This design comes from an exercise in tuning for small area, a short achievable clock period and few clock cycles on the open sky130 flow, not from production work.
At most, simulation tests tie the RTL to the original design; equivalence was not proved.

the baseline:
==> flow/design.v <==
module sap3_core (
    input  wire         clk,
    input  wire         rst,           
    input  wire         step,          
    output wire [15:0]  imem_addr,     
    input  wire [31:0]  imem_data,     
    input  wire [15:0]  prog_len,      
    input  wire [7:0]   in_value,      
    output wire [8:0]   dmem_addr,     
    input  wire [7:0]   dmem_rdata,    
    output wire         dmem_we,       
    output wire [7:0]   dmem_wdata,
    output wire         ready,         
    output wire         stopped,       
    output wire         halted,
    output wire [3:0]   fault,
    output wire [7:0]   acc,
    output wire [127:0] regs,          
    output wire [8:0]   sp,
    output wire         flag_c,
    output wire         flag_z,
    output wire         out_valid,
    output wire [7:0]   out_data,
    output wire         print_valid,
    output wire [15:0]  print_tmpl
);
    localparam [3:0] F_UNKNOWN = 4'd1, F_STACK_OVF = 4'd7, F_STACK_UNF = 4'd8;
    reg [15:0]  pc;
    reg [8:0]   sp_q;
    reg [7:0]   a_q;
    reg [7:0]   r_q [0:15];
    reg         c_q, z_q;
    reg         halt_q;
    reg [3:0]   fault_q;
    reg         stop_q;        
    wire [31:0] ir  = imem_data;
    wire [5:0]  t   = ir[31:26];
    wire [3:0]  ra  = ir[25:22];
    wire [3:0]  rb  = ir[21:18];
    wire [15:0] v   = ir[15:0];
    wire lo0x = !t[5] && !t[4];           
    wire lo1x = !t[5] &&  t[4];           
    wire [3:0] tl = t[3:0];
    wire is_nop   = lo0x && tl == 4'h0;
    wire is_lda   = lo0x && tl == 4'h1;
    wire is_sta   = lo0x && tl == 4'h2;
    wire is_ldr   = lo0x && tl == 4'h3;
    wire is_str   = lo0x && tl == 4'h4;
    wire is_ldi   = lo0x && tl == 4'h5;
    wire is_ldri  = lo0x && tl == 4'h6;
    wire is_movrr = lo0x && tl == 4'h7;
    wire is_movra = lo0x && tl == 4'h8;
    wire is_movar = lo0x && tl == 4'h9;
    wire is_addr  = lo0x && tl == 4'hA;
    wire is_addm  = lo0x && tl == 4'hB;
    wire is_sub   = lo0x && tl == 4'hC;
    wire is_and   = lo0x && tl == 4'hD;
    wire is_or    = lo0x && tl == 4'hE;
    wire is_xor   = lo0x && tl == 4'hF;
    wire is_not   = lo1x && tl == 4'h0;
    wire is_inc   = lo1x && tl == 4'h1;
    wire is_dec   = lo1x && tl == 4'h2;
    wire is_rol   = lo1x && tl == 4'h3;
    wire is_ror   = lo1x && tl == 4'h4;
    wire is_jmp   = lo1x && tl == 4'h5;
    wire is_jz    = lo1x && tl == 4'h6;
    wire is_jnz   = lo1x && tl == 4'h7;
    wire is_jc    = lo1x && tl == 4'h8;
    wire is_jnc   = lo1x && tl == 4'h9;
    wire is_push  = lo1x && tl == 4'hA;
    wire is_pop   = lo1x && tl == 4'hB;
    wire is_in    = lo1x && tl == 4'hC;
    wire is_outa  = lo1x && tl == 4'hD;
    wire is_outr  = lo1x && tl == 4'hE;
    wire is_hlt   = lo1x && tl == 4'hF;
    wire is_print = (t == 6'h20);
    wire is_fault = (t == 6'h3F);
    wire [6:0] gz = { ir[3:0] == 4'd0, ir[7:4] == 4'd0, !ir[8], ir[15:9] == 7'd0,
                      ir[17:16] == 2'd0, ir[21:18] == 4'd0, ir[25:22] == 4'd0 };
    reg [6:0] req;       
    reg       known;     
    always @(*) begin
        known = 1'b1;
        case (t)
            6'h00, 6'h10, 6'h11, 6'h12, 6'h13, 6'h14,
            6'h1A, 6'h1B, 6'h1C, 6'h1D, 6'h1F:        req = 7'b1111111;
            6'h01, 6'h02, 6'h0B, 6'h0C, 6'h0D, 6'h0E,
            6'h0F:                                    req = 7'b0001111;
            6'h03, 6'h04:                             req = 7'b0001110;
            6'h05:                                    req = 7'b0011111;
            6'h06:                                    req = 7'b0011110;
            6'h07:                                    req = 7'b1111100;
            6'h08, 6'h0A, 6'h1E:                      req = 7'b1111110;
            6'h09:                                    req = 7'b1111101;
            6'h15, 6'h16, 6'h17, 6'h18, 6'h19, 6'h20: req = 7'b0000111;
            6'h3F:                                    req = 7'b0111111;
            default: begin                            req = 7'b0000000; known = 1'b0; end
        endcase
    end
    wire legal = known && ((req & ~gz) == 7'd0);
    wire z25_9  = gz[0] && gz[1] && gz[2] && gz[3];
    wire z21_9  = gz[1] && gz[2] && gz[3];
    wire z21_0  = gz[1] && gz[2] && gz[3] && gz[4] && gz[5] && gz[6];
    wire z25_0  = gz[0] && z21_0;
    wire z25_16 = gz[0] && gz[1] && gz[2];
    wire sp_zero = (sp_q == 9'd0);
    wire sp_full = (sp_q == 9'd511);
    wire exc_ovf = is_push && sp_zero;
    wire exc_unf = is_pop && sp_full;
    wire exc_any = !legal || (is_fault && !gz[6]) || exc_ovf || exc_unf;
    wire [3:0] exc = !legal   ? F_UNKNOWN :
                     is_fault ? ir[3:0] :
                     exc_ovf  ? F_STACK_OVF : F_STACK_UNF;
    wire accept = step && !stop_q;
    wire commit = accept && !exc_any;
    wire [7:0] rval = r_q[ra];
    wire [9:0] spi_c, spd_b;
    wire [8:0] sp_inc, sp_dec;
    assign spi_c[0] = 1'b1;
    assign spd_b[0] = 1'b1;
    genvar g;
    generate
        for (g = 0; g < 9; g = g + 1) begin : spx
            assign sp_inc[g]  = sp_q[g] ^ spi_c[g];
            assign spi_c[g+1] = sp_q[g] & spi_c[g];
            assign sp_dec[g]  = sp_q[g] ^ spd_b[g];
            assign spd_b[g+1] = !sp_q[g] & spd_b[g];
        end
    endgenerate
    wire we_sta  = is_sta && z25_9;
    wire we_str  = is_str && z21_9;
    wire we_push = is_push && z25_0 && !sp_zero;
    assign dmem_we     = accept && (we_sta || we_str || we_push);
    assign out_valid   = accept && ((is_outa && z25_0) || (is_outr && z21_0));
    assign print_valid = accept && is_print && z25_16;
    assign dmem_addr  = t[4] ? (t[0] ? sp_inc : sp_q) : v[8:0];
    wire [7:0] st_data = (t[2] && !t[0]) ? rval : a_q;
    assign dmem_wdata = st_data;
    assign out_data   = st_data;
    assign print_tmpl = v;
    wire [7:0] mem_rdata = dmem_rdata;
    wire sel_rval = (t[3] && !t[2] && !t[0]) || (!t[3] && t[2] && t[1] && t[0]);
    wire sel_imm  = !t[3] && t[2];
    wire sel_in   = t[4] && t[2];
    wire [7:0] opb = sel_rval ? rval :
                     sel_imm  ? v[7:0] :
                     sel_in   ? in_value : mem_rdata;
    wire ar_sub = !t[4] && t[2];             
    wire ar_one = t[4];                      
    wire ar_dec = t[4] && t[1];              
    wire [7:0] add_x  = ar_one ? {8{ar_dec}} : (opb ^ {8{ar_sub}});
    wire       add_ci = ar_sub || (ar_one && !ar_dec);
    wire [9:0] add_w = {1'b0, a_q, 1'b1} + {1'b0, add_x, add_ci};
    wire [7:0] sum   = add_w[8:1];
    wire       cout  = add_w[9];
    reg is_arith_c, is_rot_c;
    reg [3:0] lut;       
    always @(*) begin
        is_arith_c = 1'b0;
        is_rot_c   = 1'b0;
        lut        = 4'b1010;                   
        case (t[4:0])
            5'h0A, 5'h0B, 5'h0C, 5'h11, 5'h12: is_arith_c = 1'b1;
            5'h13, 5'h14:                      is_rot_c   = 1'b1;
            5'h0D: lut = 4'b1000;               
            5'h0E: lut = 4'b1110;               
            5'h0F: lut = 4'b0110;               
            5'h10: lut = 4'b0011;               
            default: ;
        endcase
    end
    wire [7:0] rot = t[0] ? {a_q[6:0], a_q[7]} : {a_q[0], a_q[7:1]};
    reg  [7:0] logic_res;
    integer b;
    always @(*)
        for (b = 0; b < 8; b = b + 1)
            logic_res[b] = lut[{a_q[b], opb[b]}];
    wire [7:0] alu_res = is_arith_c ? sum : is_rot_c ? rot : logic_res;
    wire alu_z = is_addr || is_addm || is_sub || is_and || is_or || is_xor ||
                 is_not || is_inc || is_dec || is_rol || is_ror || is_in;
    wire a_wr  = alu_z || is_lda || is_ldi || is_movra || is_pop;
    wire c_wr  = is_addr || is_addm;
    wire taken = is_jmp || (is_jz && z_q) || (is_jnz && !z_q) ||
                 (is_jc && c_q) || (is_jnc && !c_q);
    wire [16:0] pci_c;
    wire [15:0] pc_inc;
    assign pci_c[0] = 1'b1;
    generate
        for (g = 0; g < 16; g = g + 1) begin : pcx
            assign pc_inc[g]  = pc[g] ^ pci_c[g];
            assign pci_c[g+1] = pc[g] & pci_c[g];
        end
    endgenerate
    wire [15:0] pc_d   = rst ? 16'd0 : (taken ? v : pc_inc);
    wire        pc_en  = rst || (commit && !is_hlt);
    always @(posedge clk)
        if (pc_en) pc <= pc_d;
    wire stop_en = rst || accept;
    wire stop_d  = (!rst && (exc_any || is_hlt)) || (pc_d == prog_len);
    always @(posedge clk)
        if (stop_en) stop_q <= stop_d;
    wire halt_en = rst || (accept && (exc_any || is_hlt));
    always @(posedge clk)
        if (halt_en) halt_q <= !rst;
    wire fault_en = rst || (accept && exc_any);
    always @(posedge clk)
        if (fault_en) fault_q <= rst ? 4'd0 : exc;
    wire       sp_en = rst || (commit && (is_push || is_pop));
    wire [8:0] sp_d  = rst ? 9'd511 : (t[0] ? sp_inc : sp_dec);
    always @(posedge clk)
        if (sp_en) sp_q <= sp_d;
    wire a_en = rst || (commit && a_wr);
    always @(posedge clk)
        if (a_en) a_q <= rst ? 8'd0 : alu_res;
    wire z_en = rst || (commit && alu_z);
    always @(posedge clk)
        if (z_en) z_q <= !rst && (alu_res == 8'd0);
    wire c_en = rst || (commit && c_wr);
    always @(posedge clk)
        if (c_en) c_q <= !rst && cout;
    wire       rf_we   = commit && (is_ldr || is_ldri || is_movrr || is_movar);
    wire       rf_by_a = t[1] && !(t[0] && t[2]);
    wire [3:0] rf_wsel = rf_by_a ? ra : rb;
    wire [7:0] rf_d    = rst ? 8'd0 : (t[3] ? a_q : opb);
    generate
        for (g = 0; g < 16; g = g + 1) begin : rf
            always @(posedge clk)
                if (rst || (rf_we && rf_wsel == g))
                    r_q[g] <= rf_d;
        end
    endgenerate
    assign imem_addr   = pc;
    assign ready       = 1'b1;
    assign stopped     = stop_q;
    assign halted      = halt_q;
    assign fault       = fault_q;
    assign acc         = a_q;
    assign sp          = sp_q;
    assign flag_c      = c_q;
    assign flag_z      = z_q;
    genvar k;
    generate
        for (k = 0; k < 16; k = k + 1) begin : regs_out
            assign regs[8*k +: 8] = r_q[k];
        end
    endgenerate
endmodule
export LEC_CHECK = 0
export ABC_AREA = 1
export CAP_MARGIN = 20
export CORE_MARGIN = 2
export CORE_UTILIZATION = 40
export SETUP_SLACK_MARGIN = 4.5
export SLEW_MARGIN = 20
create_clock -name core_clock -period 10.0 [get_ports {clk}]
standard.sh (not shown) runs the stock make flow with config.mk's settings and CLKGATE_MAP_FILE= SYNTH_SCRIPT=/design/flow/synth_recipe.tcl, a recipe that flattens the netlist after the stock synthesis.
==> flow/flow/run.sh <==
#!/bin/bash
# The standard layout, with the port buffers that ORFS inserts at global
# placement made sky130_fd_sc_hd__buf_1 (ORFS otherwise picks a delay buffer,
# clkdlybuf4s50_1). Every other step is the standard one.
set -euo pipefail
bash standard.sh 'BUFFER_PORTS_ARGS=-buffer_cell sky130_fd_sc_hd__buf_1' finish > standard_flow.log 2>&1
Having completed the whole flow, the baseline delivered a layout that passed the timing, design-rule and antenna checks.
Testbench counts of the baseline, summed over its fixed seeds: cycles 120,658.
Here is what was changed in the inputs of the candidate compared with the baseline.
diff --git a/flow/design.v b/flow/design.v
--- a/flow/design.v
+++ b/flow/design.v
@@ -149,11 +149,17 @@
     wire ar_one = t[4];                      
     wire ar_dec = t[4] && t[1];              
     wire [7:0] add_x  = ar_one ? {8{ar_dec}} : (opb ^ {8{ar_sub}});
     wire       add_ci = ar_sub || (ar_one && !ar_dec);
-    wire [9:0] add_w = {1'b0, a_q, 1'b1} + {1'b0, add_x, add_ci};
-    wire [7:0] sum   = add_w[8:1];
-    wire       cout  = add_w[9];
+    wire [8:0] cy;
+    wire [7:0] sum;
+    assign cy[0] = add_ci;
+    generate
+        for (g = 0; g < 8; g = g + 1) begin : addr_bits
+            assign sum[g]  = a_q[g] ^ add_x[g] ^ cy[g];
+            assign cy[g+1] = (a_q[g] & add_x[g]) | (cy[g] & (a_q[g] ^ add_x[g]));
+        end
+    endgenerate
     reg is_arith_c, is_rot_c;
     reg [3:0] lut;       
     always @(*) begin
         is_arith_c = 1'b0;
@@ -216,9 +222,9 @@
     always @(posedge clk)
         if (z_en) z_q <= !rst && (alu_res == 8'd0);
     wire c_en = rst || (commit && c_wr);
     always @(posedge clk)
-        if (c_en) c_q <= !rst && cout;
+        if (c_en) c_q <= !rst && cy[8];
     wire       rf_we   = commit && (is_ldr || is_ldri || is_movrr || is_movar);
     wire       rf_by_a = t[1] && !(t[0] && t[2]);
     wire [3:0] rf_wsel = rf_by_a ? ra : rb;
     wire [7:0] rf_d    = rst ? 8'd0 : (t[3] ? a_q : opb);
Results
Number of antenna repair diodes: the candidate > the baseline
Compared with the baseline, the candidate shows global-route wire length before repair that has gone up by a few percent.
Diff the candidate..the baseline | flip-flop and latch count | unchanged
The setup slack of the candidate is smaller than that of the baseline.
The baseline ended up with o21ai_2 as its standard cell with the maximum stage delay on the critical path; the candidate ended up with fa_2.
| routed wire length | lower: the baseline |
Relative to the baseline, the via count measured on the candidate has increased by a few percent.
Adder-cell share of the synthesized area (the candidate over the baseline): increase, 0.23 points
The baseline was smaller in final cell area than the candidate.
On global routing usage summed across all routing layers: between the candidate and the baseline, it ends up lower for the baseline.
Relative to the baseline, utilization has increased by 1.5 points in the candidate.
The RTL of the candidate was laid out without a check of its function.

-- afterwards: timing with drivers on the ports --
How much do the figures lean on ideal ports? The routed layouts below were timed once more, with nothing changed but the port constraints. Step 1 (the two cells are an assumption about what drives the block):
set clk [get_ports {clk}]
set_driving_cell -lib_cell sky130_fd_sc_hd__clkbuf_16 $clk
set_driving_cell -lib_cell sky130_fd_sc_hd__buf_2 [delete_from_list [all_inputs] $clk]
Step 2 moves the port delays by t, midway between the first and last clock arrival at a register: inputs arrive t later, outputs are due t later. That takes back most of the time a late clock gives input paths. a / b / c = no drivers / after step 1 / after step 2; a / b = the first two.
run	t (ns)	setup WS [ns]	cell pins on the clock port's net
the baseline	0.480	4.536 / 4.486 / 4.383	1
the candidate	0.487	3.696 / 3.647 / 3.160	1
After both steps every run listed still meets setup and hold. For the candidate, which loses most, drivers alone change the setup slack by -0.049 ns; drivers and shift together by -0.536 ns.
